From an optimization exercise on the open Yosys and OpenROAD flow, aimed at small area, a short achievable clock period and few clock cycles per item; shortcuts taken in it are not production practice.
Function not checked in this run: the RTL went through the layout flow alone.
No activity file was given, so power comes from the tool's default toggle rates.

`flow/design.v`:
```
module sk_derive (
    input  wire [63:0] mk,
    input  wire [3:0]  idx,
    output wire [63:0] sk
);
    function [31:0] rot4;             
        input [31:0] x;
        input [1:0]  sel;
        input integer a0, a1, a2, a3;
        integer i;
        begin
            for (i = 0; i < 32; i = i + 1)
                case (sel)
                    2'd0: rot4[i] = x[(i - a0 + 32) % 32];
                    2'd1: rot4[i] = x[(i - a1 + 32) % 32];
                    2'd2: rot4[i] = x[(i - a2 + 32) % 32];
                    default: rot4[i] = x[(i - a3 + 32) % 32];
                endcase
        end
    endfunction
    wire [1:0] esel = (idx == 4'd0)  ? 2'd0 :
                      !idx[3]        ? 2'd1 :
                      (idx != 4'd15) ? 2'd2 : 2'd3;
    wire [31:0] h1 = rot4(mk[63:32], idx[1:0], 0, 2, 4, 6);
    wire [31:0] l1 = rot4(mk[31:0],  idx[1:0], 0, 2, 4, 6);
    wire [31:0] h2 = rot4(h1, idx[3:2], 0, 8, 16, 24);
    wire [31:0] l2 = rot4(l1, idx[3:2], 0, 8, 16, 24);
    wire [31:0] h3 = rot4(h2, esel, 1, 0, 31, 30);
    wire [31:0] l3 = rot4(l2, esel, 1, 0, 31, 30);
    wire [63:0] comb = {h3, l3};
    wire [63:0] perm;
    genvar i;
    generate
        for (i = 0; i < 64; i = i + 1) begin : g_bit
            assign perm[i] = comb[i] ^ comb[63 - i];
        end
    endgenerate
    reg [17:0] k;
    always @(*) begin
        case (idx)
            4'd0:  k = 18'd0;
            4'd1:  k = 18'd12345;
            4'd2:  k = 18'd24690;
            4'd3:  k = 18'd37035;
            4'd4:  k = 18'd49380;
            4'd5:  k = 18'd61725;
            4'd6:  k = 18'd74070;
            4'd7:  k = 18'd86415;
            4'd8:  k = 18'd98760;
            4'd9:  k = 18'd111105;
            4'd10: k = 18'd123450;
            4'd11: k = 18'd135795;
            4'd12: k = 18'd148140;
            4'd13: k = 18'd160485;
            4'd14: k = 18'd172830;
            default: k = 18'd185175;
        endcase
    end
    wire [18:0] lo = {1'b0, perm[17:0]} + {1'b0, k};
    wire [45:0] hi = perm[63:18];
    wire [45:0] ones;                 
    assign ones[0] = 1'b1;
    generate
        for (i = 1; i < 46; i = i + 1) begin : g_inc
            assign ones[i] = &hi[i-1:0];
        end
    endgenerate
    assign sk = {hi ^ (ones & {46{lo[18]}}), lo[17:0]};
endmodule
module sk_div_mid #(parameter integer K = 5) (
    input  wire [15:0]  rem_in,
    input  wire [K-1:0] bits,
    input  wire [15:0]  d,           
    output wire [15:0]  rem_out,
    output wire [K-1:0] q
);
    wire [15:0] r [0:K];
    assign r[0] = rem_in;
    genvar j;
    generate
        for (j = 0; j < K; j = j + 1) begin : g_step
            wire [16:0] trial = {r[j], bits[K-1-j]};
            wire [17:0] sum   = {1'b0, trial} + {2'b11, ~d};    
            wire        ge    = ~sum[17];
            assign r[j+1]   = ge ? sum[15:0] : trial[15:0];
            assign q[K-1-j] = ge;
        end
    endgenerate
    assign rem_out = r[K];
endmodule
module sk_div_wide (
    input  wire [63:0] rem_in,
    input  wire        bit_in,
    input  wire [63:0] d,            
    output wire [63:0] rem_out
);
    wire [64:0] trial = {rem_in, bit_in};
    wire [65:0] sum   = {1'b0, trial} + {2'b11, ~d};        
    wire        ge    = ~sum[65];
    assign rem_out = ge ? sum[63:0] : trial[63:0];
endmodule
module sk_unit (
    input  wire         clk,
    input  wire         rst,           
    input  wire         cmd_valid,
    output wire         cmd_ready,
    input  wire [63:0]  cmd_word,
    input  wire [63:0]  key_in,
    input  wire [63:0]  min_in,
    input  wire [63:0]  max_in,
    input  wire [63:0]  px_in,
    input  wire [63:0]  now_us,
    output reg          done,
    output reg  [3:0]   errcode,
    output reg          init,
    output reg  [3:0]   cursor,
    output reg  [63:0]  master,
    output wire [63:0]  result,
    output reg  [63:0]  px_out,
    input  wire [3:0]   sk_idx,
    output wire [63:0]  subkey
);
    localparam integer KM   = 3;                        
    localparam integer NDIG = (64 + KM - 1) / KM;       
    localparam integer PAD  = KM * NDIG - 64;           
    localparam integer I1   = 2;                        
    localparam integer I2   = 4;
    localparam integer I3   = 5;
    localparam integer M1   = KM * I1 - PAD;            
    localparam integer M2   = KM * I2 - PAD;
    localparam integer M3   = KM * I3 - PAD;
    localparam integer MT   = ((9 + KM - 1 + PAD) / KM) * KM - PAD;   
    localparam integer MTT  = (MT > 9) ? MT - KM : MT;
    localparam [7:0] OP_INIT  = 8'h11;
    localparam [7:0] OP_INITT = 8'h12;
    localparam [7:0] OP_RAW   = 8'h13;
    localparam [7:0] OP_RANGE = 8'h14;
    localparam [7:0] OP_ROTL  = 8'h21;
    localparam [7:0] OP_BRX   = 8'h22;
    localparam [3:0] E_OK      = 4'd0;
    localparam [3:0] E_INVALID = 4'd1;
    localparam [3:0] E_NOINIT  = 4'd2;
    localparam [3:0] E_ILLEGAL = 4'd3;
    localparam [1:0] S_IDLE = 2'd0;
    localparam [1:0] S_RAW  = 2'd1;    
    localparam [1:0] S_LOAD = 2'd2;    
    localparam [1:0] S_DIV  = 2'd3;
    reg [1:0]  state;
    reg        is_t;                   
    reg        wide;                   
    reg [1:0]  skip;                   
    reg [5:0]  cnt;                    
    reg [63:0] base;                   
    reg [63:0] rem;
    reg [63:0] dm1;                    
    reg [4:0]  nb;                     
    assign cmd_ready = (state == S_IDLE);
    assign result    = base + rem;
    function [63:0] brx64;
        input [63:0] v;
        integer k;
        begin
            for (k = 0; k < 64; k = k + 1)
                brx64[k] = v[k] ^ v[63 - k];
        end
    endfunction
    wire [3:0]  d_idx = (state == S_IDLE) ? sk_idx : cursor;
    wire [63:0] d_sk;
    sk_derive u_derive (.mk(master), .idx(d_idx), .sk(d_sk));
    assign subkey = init ? d_sk : 64'd0;
    wire [63:0] raw_value = brx64(d_sk);
    wire [7:0]  op  = cmd_word[7:0];
    wire [7:0]  sub = cmd_word[15:8];
    wire [15:0] imm = cmd_word[31:16];
    wire [31:0] rsv = cmd_word[63:32];
    wire base_ok  = (rsv == 32'd0) && (sub == 8'd0);
    wire plain    = base_ok && (imm == 16'd0);
    wire is_init  = plain && (op == OP_INIT);
    wire is_initt = plain && (op == OP_INITT);
    wire is_raw   = plain && (op == OP_RAW);
    wire is_range = plain && (op == OP_RANGE);
    wire is_brx   = plain && (op == OP_BRX);
    wire is_rotl  = base_ok && (op == OP_ROTL);
    wire legal    = is_init | is_initt | is_raw | is_range | is_brx | is_rotl;
    wire [64:0] diff = {max_in[63], max_in} - {min_in[63], min_in};
    wire range_bad = diff[64];
    wire shamt_bad = imm > 16'd32;
    reg [3:0] code;
    always @(*) begin
        if (!legal)                                code = E_ILLEGAL;
        else if ((is_raw || is_range) && !init)    code = E_NOINIT;
        else if (is_range && range_bad)           code = E_INVALID;
        else if (is_rotl && shamt_bad)            code = E_INVALID;
        else                                       code = E_OK;
    end
    wire ok = (code == E_OK);
    wire [63:0] rot_pair = {px_in[31:0], px_in[31:0]} << imm[5:0];
    wire        n_wide = |diff[63:16];
    reg  [1:0]  n_skip;
    always @(*) begin
        if (n_wide)
            n_skip = (|diff[63:56]) ? 2'd3 : (|diff[63:48]) ? 2'd2 :
                     (|diff[63:32]) ? 2'd1 : 2'd0;
        else
            n_skip = (diff[15:0] >= (1 << M3) - 1) ? 2'd3 : (diff[15:0] >= (1 << M2) - 1) ? 2'd2 :
                     (diff[15:0] >= (1 << M1) - 1) ? 2'd1 : 2'd0;
    end
    wire [64+PAD:0] r_ext = {{PAD{1'b0}}, raw_value, 1'b0};
    reg [63:0] rem_load;
    reg [5:0]  cnt_load;
    always @(*) begin
        if (wide)
            case (skip)
                2'd0: begin rem_load = {48'd0, raw_value[63:48]}; cnt_load = 6'd16; end
                2'd1: begin rem_load = {32'd0, raw_value[63:32]}; cnt_load = 6'd32; end
                2'd2: begin rem_load = {16'd0, raw_value[63:16]}; cnt_load = 6'd48; end
                default: begin rem_load = {8'd0, raw_value[63:8]}; cnt_load = 6'd56; end
            endcase
        else
            case (skip)
                2'd0: begin rem_load = 64'd0;                 cnt_load = 6'd0; end
                2'd1: begin rem_load = raw_value >> (64 - M1); cnt_load = I1; end
                2'd2: begin rem_load = raw_value >> (64 - M2); cnt_load = I2; end
                default: begin rem_load = raw_value >> (64 - M3); cnt_load = I3; end
            endcase
    end
    wire [5:0] nxt = (state == S_LOAD) ? cnt_load : cnt + 6'd1;
    reg  [4:0] nb_nx;
    always @(*) begin
        if (wide)
            nb_nx = {raw_value[~nxt], 4'd0};
        else
            nb_nx = r_ext[64 + PAD - KM * nxt[4:0] -: KM] << (5 - KM);
    end
    wire [KM-1:0] digit = is_t ? master[63 -: KM] : nb[4 -: KM];
    wire [15:0] mid_rem;
    wire [KM-1:0] mid_q;
    sk_div_mid #(.K(KM)) u_mid (.rem_in(rem[15:0]), .bits(digit), .d(dm1[15:0]),
                               .rem_out(mid_rem), .q(mid_q));
    wire [63:0] wide_rem;
    sk_div_wide u_wide (.rem_in(rem), .bit_in(nb[4]), .d(dm1), .rem_out(wide_rem));
    wire last = wide ? (cnt == 6'd63) : (cnt == NDIG - 1);
    always @(posedge clk) begin
        if (rst) begin
            state   <= S_IDLE;
            done    <= 1'b0;
            errcode <= 4'd0;
            init    <= 1'b0;
            cursor  <= 4'd0;
            master  <= 64'd0;
            base    <= 64'd0;
            rem     <= 64'd0;
            px_out  <= 64'd0;
        end else begin
            done <= 1'b0;
            case (state)
                S_IDLE: begin
                    if (cmd_valid) begin
                        errcode <= code;
                        if (ok && is_raw) begin
                            state <= S_RAW;
                        end else if (ok && is_range) begin
                            base  <= min_in;
                            dm1   <= diff[63:0];
                            wide  <= n_wide;
                            skip  <= n_skip;
                            is_t  <= 1'b0;
                            state <= S_LOAD;
                        end else if (ok && is_initt) begin
                            master <= now_us << MTT;
                            rem    <= now_us >> (64 - MTT);
                            dm1    <= 64'd999;
                            wide   <= 1'b0;
                            is_t   <= 1'b1;
                            cnt    <= (MTT + PAD) / KM;
                            state  <= S_DIV;
                        end else begin
                            done <= 1'b1;
                            if (ok && is_init) begin
                                master <= key_in;
                                cursor <= 4'd0;
                                base   <= 64'd0;
                                rem    <= 64'd0;
                                init   <= 1'b1;
                            end
                            if (ok && is_rotl) px_out <= {32'd0, rot_pair[63:32]};
                            if (ok && is_brx)  px_out <= brx64(px_in);
                        end
                    end
                end
                S_RAW: begin
                    base   <= raw_value;
                    rem    <= 64'd0;
                    cursor <= cursor + 4'd1;
                    done   <= 1'b1;
                    state  <= S_IDLE;
                end
                S_LOAD: begin
                    rem   <= rem_load;
                    nb    <= nb_nx;
                    cnt   <= cnt_load;
                    state <= S_DIV;
                end
                default: begin
                    rem <= wide ? wide_rem : {48'd0, mid_rem};
                    nb  <= nb_nx;
                    cnt <= cnt + 6'd1;
                    if (is_t) master <= {master[63-KM:0], mid_q};
                    if (last) begin
                        done  <= 1'b1;
                        state <= S_IDLE;
                        if (is_t) begin
                            cursor <= 4'd0;
                            base   <= 64'd0;
                            rem    <= 64'd0;
                            init   <= 1'b1;
                        end else begin
                            cursor <= cursor + 4'd1;
                        end
                    end
                end
            endcase
        end
    end
endmodule
```
`flow/run.sh`:
```
#!/bin/bash
# synth_recipe.tcl (not shown) runs the flow's synth.tcl, then flattens the netlist and writes it again
# the make line also repeats each setting of config.mk as NAME=value (left out here)
make -C /OpenROAD-flow-scripts/flow DESIGN_CONFIG=/design/flow/config.mk WORK_HOME=/design/flow/orfs CLKGATE_MAP_FILE= SYNTH_SCRIPT=/design/flow/synth_recipe.tcl finish
```
`flow/config.mk`:
```
export PLATFORM = sky130hd
export DESIGN_NAME = sk_unit
export DESIGN_NICKNAME = sk_unit
export VERILOG_FILES = /design/flow/design.v
export SDC_FILE = /design/flow/constraint.sdc
export NUM_CORES = 4
export LEC_CHECK = 0
export CAP_MARGIN = 40
export CORE_MARGIN = 2
export CORE_UTILIZATION = 22
export GPL_ROUTABILITY_DRIVEN = 1
export PLACE_DENSITY = 0.32
export SLEW_MARGIN = 40
```
`flow/constraint.sdc`:
```
create_clock -name core_clock -period 8.0 [get_ports {clk}]
set_input_delay 1.6000 -clock core_clock [delete_from_list [all_inputs] [get_ports {clk}]]
set_output_delay 1.6000 -clock core_clock [all_outputs]
set_load 0.01 [all_outputs]
```
==> run notes <==
-- synthesized netlist by cell type, types with 134 or more instances --
master    instances  area [um^2]
nand2_1         658         2470
o21ai_0         292         1460
nor2_1          665         2500
inv_1           307         1150
a21o_1          164         1230
ha_1            264         3300
a211oi_1        151         1130
mux2i_1         134         1340
dfxtp_1         266         5330
clkbuf_1        308         1160
nand3_1         134          671
a21oi_1         557         2790
xnor2_1         219         1920
-- kinds of logic (layout without fill, tap and decap cells) --
| family | count (synthesis) | after routing |
|---|---|---|
| other cells | 1 | 9 |
| mux | 258 | 258 |
| compound gates | 1913 | 1913 |
| buf+inv | 733 | 2288 |
| simple gates | 2040 | 2040 |
| flops | 343 | 343 |
| xor+xnor | 347 | 347 |
| fa+ha+maj | 272 | 272 |
-- area by class of cell --
class / instances / share of cell area [%]
Clock inverter: 21 / 0.328
Multi-Input combinational cell: 4832 / 53.3
Clock buffer: 74 / 2.29
Inverter: 313 / 1.82
Tap cell: 2542 / 4.90
Timing Repair Buffer: 1880 / 25.5
Sequential cell: 343 / 11.8
Antenna cell: 7 / 0.0270
-- state kept, by name, indices dropped and copies added (netlist names) --
name and flops:
wide 1, state 2, master 64, dm1 64, done 1, nb 3, errcode 2, rem 64
is_t 1, cursor 4, init 1, px_out 64, cnt 6, base 64, skip 2
-- layer usage --
metal	track usage, %	part of all wire, %	vias to the layer above
met1	39.9	47	25800
li1	-	-	24700
met3	2.80	4.7	225
met4	5.91	2.1	4
met5	0	0.011	-
met2	46.2	46	1533
-- timing repair --
action / CTS / global route
setup buffers: 104 / 53
gates cloned: 2 / 1
setup endpoints to repair: 139 / 119
pin swaps: 137 / 124
gates resized for setup: 473 / 152
-- per-stage QoR --
step	setup TNS [ns]	cell area, um^2	setup WS, ns	util, %	total power [uW]
3_5_place_dp	-184.39	60700	-2.17	31.2	4280
4_1_cts	-45.01	64000	-0.914	32.9	6820
2_1_floorplan	-29.55	43900	-0.976	-	2890
6_report	-46.39	64900	-0.861	33.3	6870
5_1_grt	-64.02	64900	-1.15	33.3	7150
3_3_place_gp	-181.87	60600	-2.20	31.1	4300
-- critical path, delay by kind of cell --
kind,cells,cell delay (ns)
AO/OA/AOI/OAI,11,2.00
XOR/XNOR,2,0.23
adder cells (fa/ha/maj),2,0.47
buffers and inverters,10,1.42
multiplexers,2,0.58
AND/OR/NAND/NOR,6,0.94
-- report_power, final --
part           internal [uW]  switching (uW)  total, uW
Combinational           1220            1500       2720
Clock                   1380             999       2380
Sequential              1760           0.461       1760
-- worst paths after layout --
path                            from                      end  slack (ns)
max                        sk_idx[1]               subkey[29]       -0.86
min          px_out[52]$_SDFFE_PP0P_  px_out[52]$_SDFFE_PP0P_        0.45
max reg2reg          nb[4]$_DFFE_PP_      rem[6]$_SDFFE_PP0P_       -0.75
min reg2reg  px_out[52]$_SDFFE_PP0P_  px_out[52]$_SDFFE_PP0P_        0.45
==> impl_metrics.ini <==
[yosys]
avgSynthCellArea_um2 = 7.28
netlist_area_um2 = 43000
synth-main-ff-cell = dfxtp_1
ys_types = 108
synth_top_family_by_area = compound AO/OA/AOI/OAI gates
synth_mux_area_share_pct = 8.00
synth_compound_area_share_pct = 29.8
netlist_instances = 5907
synthArstFlopShare_pct = 0
yosysWarnings = 3
ys_seq_area_share_pct = 17.8
synthAdderAreaFrac_pct = 8.06
yosys.area_share.simple_pct = 21.9
ys_seq_elements = 343
synth_edf_count = 77
synth_xor_area_share_pct = 7.66

[global_routing]
grt-ovfl-total = 0
track_usage_pct = 28.3
grt_pass1_wl_mm = 406
antenna_found_initial = 19
grt_pass1_vias = 51600
grt_max_degree = 98

[setup_path]
timing.setup.critical_path_class = in2out
cp_max_fo = 6
start_kind = primary input
arrival_ns = 7.26
cpMostUsedCell = buf_6
r2r_cells = 43
cp-end-kind = output pin
critPathSlowestCell = or3_4
critical_path.max_stage_delay_ns = 0.33
worstPathRequired_ns = 6.40

[route]
wl_per_cell_um = 29.1
viasPerCell = 5.22
via_count = 52300
drtIter0Drc = 4604
drc_errors = 0
ant_nets = 0
dr.pass1.iters = 10
routed_wl_mm = 291

[pwr]
p_per_area_nw_per_um2 = 106
ir_drop_v = 0.000172
p_leak_uw = 0.0275

[final_layout]
multi_input_area_um2 = 34600
fin_cells = 10000
mostFrequentLayoutCells = buf_4, nand2_1, nor2_1
fillers = 21000
layout-drive-gt1-share_pct = 24.7
final_common_cell = buf_4
syn2layout_area_growth_pct = 50.9
nets = 8084
regArea_um2 = 7640

[timing]
fin_crit_ns = 8.86
fin_crit_sh_pct = 111
finalHoldViolations = 0
holdWs_ns = 0.450
setup_viol = 70
max_freq_mhz = 113
max_slew_margin_pct = 37.7
tightestPinTransition_ns = 0.932
slew_violations = 0
rsz0062_at_grt = yes
skew_ns = 0.0374
setup_slack_ns = -0.861

[floorplan]
dieHeight_um = 446
die_area_um2 = 199000
core-area_um2 = 195000
dieWidth_um = 446
std_cell_rows = 162
io_pins = 658
start_util_pct = 22.1

[placement]
hpwl_mm = 243
io_buffer_count = 655
dp.cells = 9791
routabilityCongestion = 0.932

[clock_tree]
cts.sinks = 343
clk_pin_slew_ns = 0.05
cts_hold_buf = 0
clock-root-buffer = clkbuf_16
htree_levels = 2
cts_max_path_buffers = 3
insertion_delay_ns = 0.69
numCtsBuffers = 51
tritoncts = built

[job]
drv_cap = 0

[min_path]
whs_path_depth = 2
hp-class = reg2reg

[status]
so_faults = setup timing
outcome = finished with violations

-- afterwards: timing with drivers on the ports --
How much do the figures lean on ideal ports? The routed layout below was timed once more, with nothing changed but the port constraints. Step 1 (the two cells are an assumption about what drives the block):
set clk [get_ports {clk}]
set_driving_cell -lib_cell sky130_fd_sc_hd__clkbuf_16 $clk
set_driving_cell -lib_cell sky130_fd_sc_hd__buf_2 [delete_from_list [all_inputs] $clk]
Step 2, shift: input delay + t, output delay - t, t = (earliest + latest rising clock arrival at the registers) / 2. This alone moves slack from input paths to output paths. Three values: no drivers, after step 1, after step 2; two values: the first two.
shift t [ns]: 0.739
slack for setup (ns): -0.861 / -0.918 / -0.918
worst setup path at the end: input to output
slew at the worst register clock pin (ns): 0.06 / 0.06
worst data-port slew with drivers (ns): 0.16
The setup slack of this run moves by -0.057 ns with the drivers and by -0.057 ns with both steps.
